This design comes from an exercise in tuning for small area, a short achievable clock period and few clock cycles per item on the open sky130 flow, not from production work.
Power figures rest on the tool's default switching activity, not on a simulated workload.

==> run a: inputs <==
// m3p_rle
module m3p_rle (
    input  wire        clk,
    input  wire        rst,         
    input  wire        start,       
    input  wire [1:0]  op,          
    input  wire [15:0] width,       
    input  wire [15:0] src_len,     
    output reg  [1:0]  status,      
    output reg  [1:0]  errcode,     
    output reg  [15:0] dst_len,
    output reg         src_re,
    output reg  [15:0] src_addr,
    input  wire [7:0]  src_rdata,
    output reg         dst_we,
    output reg  [15:0] dst_waddr,
    output reg  [7:0]  dst_wdata,
    output reg         dst_re,
    output reg  [15:0] dst_raddr,
    input  wire [7:0]  dst_rdata
);
export LEC_CHECK = 0
export CAP_MARGIN = 20
export CORE_MARGIN = 2
export CORE_UTILIZATION = 40
export SLEW_MARGIN = 20
create_clock -name core_clock -period 12.0 [get_ports {clk}]
run.sh (not shown) runs the stock make flow with config.mk's settings and CLKGATE_MAP_FILE= SYNTH_SCRIPT=/design/flow/synth_recipe.tcl, a recipe that flattens the netlist after the stock synthesis.
==> inputs of run b, as changes to run a <==
--- a/flow/design.v
+++ b/flow/design.v
@@ -23,66 +23,90 @@
     localparam ERR_NONE = 2'd0, ERR_INVARG = 2'd1, ERR_MALFORMED = 2'd2;
     localparam M_ZC = 2'd0,    
                M_ZF = 2'd1,    
                M_LC = 2'd2,    
                M_LD = 2'd3;    
     wire busy = (status == ST_BUSY);
     wire acc  = !busy && start;           
     reg  init;                            
-    wire bad_w = !op[1] && (width == 16'd0);
+    reg  bad_w;                           
+    wire fpm_i = !op[1] && !op[0] && width[15:1] != 15'd0 &&
+                 (!src_len[15] || src_len[14:0] == 15'd0);
     reg [1:0]  opq;
     reg [15:0] ip;         
     reg        imore;      
     reg [16:0] na;         
     reg [7:0]  xq, nq;     
     reg        xz, nz;     
     reg        cv, nv;     
     reg        rv;         
     reg [1:0]  prime;      
     reg [7:0]  kw;         
     reg [1:0]  md;
     reg        zw;         
     reg        fin_q;      
     reg        ph;         
+    reg        fpm;        
+    reg [1:0]  fp;         
+    reg        isd, capd;  
     reg        wide;       
     reg        isx, isn, nok_i;    
     reg        cap_x, cap_n, nok_c;    
     reg        v2, v3;
     reg [7:0]  aq, dq;     
     reg [7:0]  x2, n2, nw2, wv;
     reg        cn;         
     wire is_pred = (opq == OP_PREDICT);
     wire is_unp  = (opq == OP_UNPREDICT);
     wire is_enc  = (opq == OP_ENCODE);
     wire filt    = !opq[1];
     wire fb      = busy && filt && !init;
     wire cb      = busy && !filt && !init;
     wire [15:0] ip_inc = ip + 16'd1;
     wire [16:0] na_inc = na + 17'd1;
     wire f_empty = !src_re && !cap_n && !v2 && !v3;
-    wire dx = fb && imore && (is_pred ? !ph : (wide || f_empty));   
-    wire dn = fb && (is_pred ? ph : dx);                             
-    wire f_done = fb && !imore && !ph && !src_re && !cap_x && !cap_n && !v2 && !v3;
+    wire dx = fb && imore &&                                         
+              (is_pred ? (fpm ? (fp != 2'd2) : !ph) : (wide || f_empty));
+    wire dn_s = fb && is_pred && (fpm ? (fp == 2'd2) : ph);           
+    wire dn_d = is_unp ? dx : (dx && fpm && fp == 2'd0);             
+    wire dn   = dn_s || dn_d;
+    wire f_done = fb && !imore && !ph && !(fpm && fp == 2'd2) &&
+                  !src_re && !cap_x && !cap_n && !v2 && !v3;
+    wire nok_n = !na_inc[16] && (na_inc[15] || !fpm);
+    wire cpy   = fb && fpm && (fp == 2'd2);
+    wire [15:0] cpy_addr = {1'b1, width[0] ? dst_len[14:0] : {src_addr[14:1], 1'b0}};
+    wire [7:0]  cpy_data = width[0] ? xq : src_rdata;
     wire       c1   = (wv >= n2);        
     wire       c2   = (wv >= nw2);       
     wire       selw = (c1 && c2 && cn) || (!c1 && !c2 && !cn);
     wire       seln = (!c1 && c2 && cn) || (c1 && !c2 && !cn);
-    wire [7:0] xw   = is_pred ? (x2 - wv) : (x2 + wv);
-    wire [7:0] dw   = is_pred ? (dq - wv) : (dq + wv);
+    function [7:0] addsub;
+        input [7:0] a, b;
+        input       s;
+        reg   [8:0] t;
+        begin
+            t = {a, 1'b1} + {b ^ {8{s}}, s};
+            addsub = t[8:1];
+        end
+    endfunction
+    wire [8:0] nmnw = {1'b0, nq} - {1'b0, n2};    
+    wire [7:0] xw   = addsub(x2, wv, is_pred);
+    wire [7:0] dw   = addsub(dq, wv, is_pred);
     wire [7:0] fres = selw ? xw : (seln ? aq : dw);
     wire       nx_nz   = !nv || !nz;
     wire       k_max   = (kw == 8'd255);
     wire       k_lt254 = (kw[7:1] != 7'h7f);
     wire       k_one   = (kw == 8'd1);
     wire       k_two   = (kw == 8'd2);
     wire       x_one   = (xq == 8'd1);
     wire       z_cont  = cv && xz && !k_max;
     wire       l_cont  = cv && ((!xz && !k_max) || (nx_nz && k_lt254));
     wire       lit1    = !xz || nx_nz;
+    wire [7:0] kw_pm   = kw + {{7{!is_enc}}, 1'b1};    
     reg        p_adv, p_we, p_wslot, p_fin, p_err;
     reg [1:0]  p_wd;       
     always @(*) begin
         p_adv = 1'b0; p_we = 1'b0; p_wslot = 1'b0; p_fin = 1'b0; p_err = 1'b0;
         p_wd  = 2'd0;
         if (is_enc) begin
             if (!md[0]) begin
                 if (z_cont) begin
@@ -156,38 +180,38 @@
         end else if (f_done || (cb && fin_q)) begin
             status  <= ST_DONE;
         end else if (act && p_err) begin
             status  <= ST_ERROR;
             errcode <= ERR_MALFORMED;
         end
     end
     wire dl_ldna = act && is_enc && !md[0] && !z_cont && zw && !cv;
-    wire dl_inc2 = act && is_enc && md[0] && !l_cont && cv;
     wire dl_inc1 = (fb && v3) ||
-                   (act && ((is_enc && !md[0] && !z_cont && zw && cv && lit1) ||
-                            (is_enc && md[0] && l_cont) ||
+                   (act && ((is_enc && !md[0] && !zw) ||
+                            (is_enc && !md[0] && !z_cont && cv && lit1) ||
+                            (is_enc && md[0] && (l_cont || cv)) ||
                             (!is_enc && p_we)));
     always @(posedge clk) begin
-        if (rst || (act && p_err) || (init && bad_w))
+        if (rst)
+            dst_len <= 16'd0;
+        else if ((act && p_err) || (init && bad_w))
             dst_len <= 16'd0;
         else if (init)
-            dst_len <= {14'd0, op == OP_ENCODE, 1'b0};
+            dst_len <= {15'd0, is_enc};
         else if (dl_ldna)
             dst_len <= na_inc[15:0];
-        else if (dl_inc2)
-            dst_len <= {dst_len[15:1] + 15'd1, dst_len[0]};
         else if (dl_inc1)
             dst_len <= dst_len + 16'd1;
     end
     wire na_ldlen = act && is_enc && md[0] && !l_cont && cv;
     wire na_inc_e = dn || (act && is_enc && !md[0] && !z_cont && zw && cv);
     always @(posedge clk) begin
         if (init)
-            na <= op[1] ? 17'd0 : {1'b1, ~width};
+            na <= opq[1] ? 17'd0 : fpm ? {width[15], width[15], ~width[14:0]} : {1'b1, ~width};
         else if (na_ldlen)
             na <= {1'b0, dst_len};
         else if (na_inc_e)
             na <= na_inc;
     end
     wire ip_en = dx || (adv && imore);
     always @(posedge clk) begin
         if (init) begin
@@ -197,88 +221,103 @@
             ip    <= ip_inc;
             imore <= (ip_inc != src_len);
         end
     end
     always @(posedge clk) begin
         if (rst) begin
             src_re <= 1'b0;
         end else if (init) begin
-            src_re <= op[1];
+            src_re <= opq[1];
         end else if (fb) begin
-            src_re <= dx || dn;
+            src_re <= dx || dn_s;
         end else begin
             src_re <= cb && !fin_q;
         end
     end
     always @(posedge clk) begin
         if (init)
             src_addr <= 16'd0;
         else if (fb) begin
             if (dx)
                 src_addr <= ip;
-            else if (dn)
-                src_addr <= na_inc[15:0];
+            else if (dn_s)
+                src_addr <= {na_inc[15] && !fpm, na_inc[14:0]};
         end else
             src_addr <= lost ? ip : src_addr + 16'd1;
     end
     always @(posedge clk) begin
         if (rst)
             dst_re <= 1'b0;
         else
-            dst_re <= is_unp && dx && !na_inc[16];
+            dst_re <= dn_d && nok_n;
     end
     always @(*) dst_raddr = na[15:0];
     always @(posedge clk) begin
         if (rst)
             dst_we <= 1'b0;
         else
-            dst_we <= (fb && v3) || (act && p_we);
+            dst_we <= (fb && (v3 || cpy)) || (act && p_we);
     end
     always @(posedge clk) begin
-        if (fb) begin
+        if (cpy) begin
+            dst_waddr <= cpy_addr;
+            dst_wdata <= cpy_data;
+        end else if (fb) begin
             dst_waddr <= dst_len;
             dst_wdata <= fres;
         end else begin
             dst_waddr <= p_wslot ? na[15:0] : dst_len;
             case (p_wd)
                 2'd0: dst_wdata <= xq;
                 2'd1: dst_wdata <= kw;
-                2'd2: dst_wdata <= kw + 8'd1;
+                2'd2: dst_wdata <= kw_pm;
                 default: dst_wdata <= 8'd0;
             endcase
         end
     end
     always @(posedge clk) begin
-        if (init) begin
+        if (!busy) begin
             opq   <= op;
-            wide  <= (width > 16'd4);
+            bad_w <= !op[1] && (width == 16'd0);
+            wide  <= (width[15:3] != 13'd0) || (width[2] && width[1:0] != 2'd0);
+            fpm   <= fpm_i;
+        end
+    end
+    always @(posedge clk) begin
+        if (init) begin
             ph    <= 1'b0;
+            fp    <= 2'd0;
             isx   <= 1'b0;
             isn   <= 1'b0;
             cap_x <= 1'b0;
             cap_n <= 1'b0;
             v2    <= 1'b0;
             v3    <= 1'b0;
         end else begin
-            if (is_pred && fb) ph <= dx;
+            if (is_pred && fb && !fpm) ph <= dx;
+            if (fpm && fb && (dx || dn_s)) fp <= (fp == 2'd2) ? 2'd0 : fp + 2'd1;
             isx   <= dx;
             isn   <= dn;
             cap_x <= isx;
             cap_n <= isn;
             v2    <= cap_n;
             v3    <= v2;
         end
-        if (dn) nok_i <= !na_inc[16];
+        if (dn) begin
+            nok_i <= nok_n;
+            isd   <= dn_d;
+        end
         nok_c <= nok_i;
+        capd  <= isd;
     end
     always @(posedge clk) begin
-        aq  <= is_pred ? (xq - nq) : (xq + nq);
-        dq  <= is_pred ? (xq - nq + n2) : (xq + nq - n2);
-        cn  <= (nq >= n2);
+        aq  <= addsub(xq, nq, is_pred);
+        dq  <= addsub(xq, nmnw[7:0], is_pred);
+        cn  <= !nmnw[8];
         x2  <= xq;
         n2  <= nq;
         nw2 <= n2;
     end
     always @(posedge clk) begin
         if (init)
             wv <= 8'd0;
         else if (fb && v3)
@@ -288,17 +327,17 @@
         if (init) begin
             nq    <= 8'd0;
             cv    <= 1'b0;
             nv    <= 1'b0;
             rv    <= 1'b0;
             prime <= 2'd2;
         end else if (fb) begin
             if (cap_x) xq <= src_rdata;
-            if (cap_n) nq <= nok_c ? (is_pred ? src_rdata : dst_rdata) : 8'd0;
+            if (cap_n) nq <= nok_c ? (capd ? dst_rdata : src_rdata) : 8'd0;
         end else begin
             rv <= !lost;
             if (adv) begin
                 xq <= nq;
                 xz <= nz;
                 cv <= nv;
                 nq <= src_rdata;
                 nz <= (src_rdata == 8'd0);
@@ -313,48 +352,48 @@
             md    <= 2'd0;
             zw    <= 1'b0;
             fin_q <= 1'b0;
         end else if (act) begin
             if (p_fin) fin_q <= 1'b1;
             if (is_enc) begin
                 if (!md[0]) begin
                     if (z_cont) begin
-                        kw <= kw + 8'd1;
+                        kw <= kw_pm;
                         zw <= 1'b1;
                     end else if (!zw) begin
                         zw <= 1'b1;
                     end else if (cv) begin
                         md <= 2'd1;
                         kw <= {7'd0, lit1};
                     end
                 end else begin
                     if (l_cont) begin
-                        kw <= kw + 8'd1;
+                        kw <= kw_pm;
                     end else if (cv) begin
                         md <= 2'd0;
                         zw <= 1'b0;
                         kw <= {7'd0, xz};
                     end
                 end
             end else begin
                 case (md)
                     M_ZC: begin
                         kw <= xq;
                         md <= (xz || x_one) ? M_LC : M_ZF;
                     end
                     M_ZF: begin
-                        kw <= kw - 8'd1;
+                        kw <= kw_pm;
                         if (k_two) md <= M_LC;
                     end
                     M_LC: begin
                         kw <= xq;
                         md <= xz ? M_ZC : M_LD;
                     end
                     default: begin
-                        kw <= kw - 8'd1;
+                        kw <= kw_pm;
                         if (k_one) md <= M_ZC;
                     end
                 endcase
             end
         end
     end
 endmodule
==> flow/flow/run.sh (new file) <==
#!/bin/bash
# The standard layout, with timing repair aimed at a shorter period than the
# clock's: repair_timing works until the setup slack is at least SETUP_SLACK_MARGIN.
# The SDC (clock period, I/O delays) is unchanged.
set -euo pipefail
bash standard.sh SETUP_SLACK_MARGIN=8.5 finish > standard_flow.log 2>&1
==> flow/standard.sh (new file) <==
#!/bin/bash
# synth_recipe.tcl (not shown) runs the flow's synth.tcl, then flattens the netlist and writes it again
# the make line also repeats each setting of config.mk as NAME=value (left out here)
make -C /OpenROAD-flow-scripts/flow DESIGN_CONFIG=/design/flow/config.mk WORK_HOME=/design/flow/orfs CLKGATE_MAP_FILE= SYNTH_SCRIPT=/design/flow/synth_recipe.tcl "${@:-finish}"
removed: flow/run.sh
==> comparison table <==
quantity	run a	run b
Xor and xnor fraction of the mapped netlist area	0.0802	0.0783
Status	no timing/DRC/antenna violations	no timing/DRC/antenna violations
Switching component of the power	0.840 mW	1.03 mW
Final nets	1695	1738
Max VDD drop	0.106 mV	0.119 mV
Adder and majority cell fraction of the synthesized area	0.0903	0.0699
Final worst slack	7.63 ns	8.32 ns
Seq cells	194	200
# placed instances	1932	1941
Switching Fraction	0.367	0.392
Syn Area/Cell	8.38 sq um	8.52 sq um
Worst Hold End	nw2[4]$_DFF_P_	capd$_DFF_P_
CP arrival	4.70 ns	3.89 ns
Finished Core Util	0.472	0.486
Global routing met2 resource utilization	0.367	0.425
Buffers outside the clock class	136	195
Flop pwr share	0.371	0.347
Width of the die	181 microns	183 microns
Final cell area excluding filler cells	14500 sq um	15300 sq um
Worst slew margin	0.291	0.367
Post-detailed-placement half-perimeter wirelength	27600 microns	29800 microns
DR pass1 iterations	5	6
Worst path slowest cell	sky130_fd_sc_hd__nor4_1	sky130_fd_sc_hd__or4_1
Overall track demand over capacity in global routing	0.229	0.246
Capture point of the worst reg-to-reg path	na[15]$_DFFE_PP_	dst_wdata[6]$_DFF_P_
No run of this note included a check of the RTL's function; only the layout flow was run.

-- static timing again, ports no longer ideal --
No port has a modelled driver above. Below, the same layouts with a new extraction and two added sets of constraints.
Step 1 sets driving cells, clkbuf_16 on the clock port and buf_2 on the other inputs (assumed; they add their load-dependent delay and slew).
Step 2 moves the port delays by t, midway between the first and last clock arrival at a register: inputs arrive t later, outputs are due t later. That takes back most of the time a late clock gives input paths.
Slacks: ideal / step 1 / step 2; pairs: ideal / step 1.
run	t (ns)	setup slack, ns	worst data-port slew with drivers (ns)	cell pins on the clock port's net
run a	0.491	7.629 / 7.656 / 7.164	0.05	1
run b	0.495	8.318 / 8.346 / 7.851	0.06	1
After both steps every run listed still meets setup and hold. For run b, which loses most, drivers alone change the setup slack by +0.028 ns; drivers and shift together by -0.467 ns.
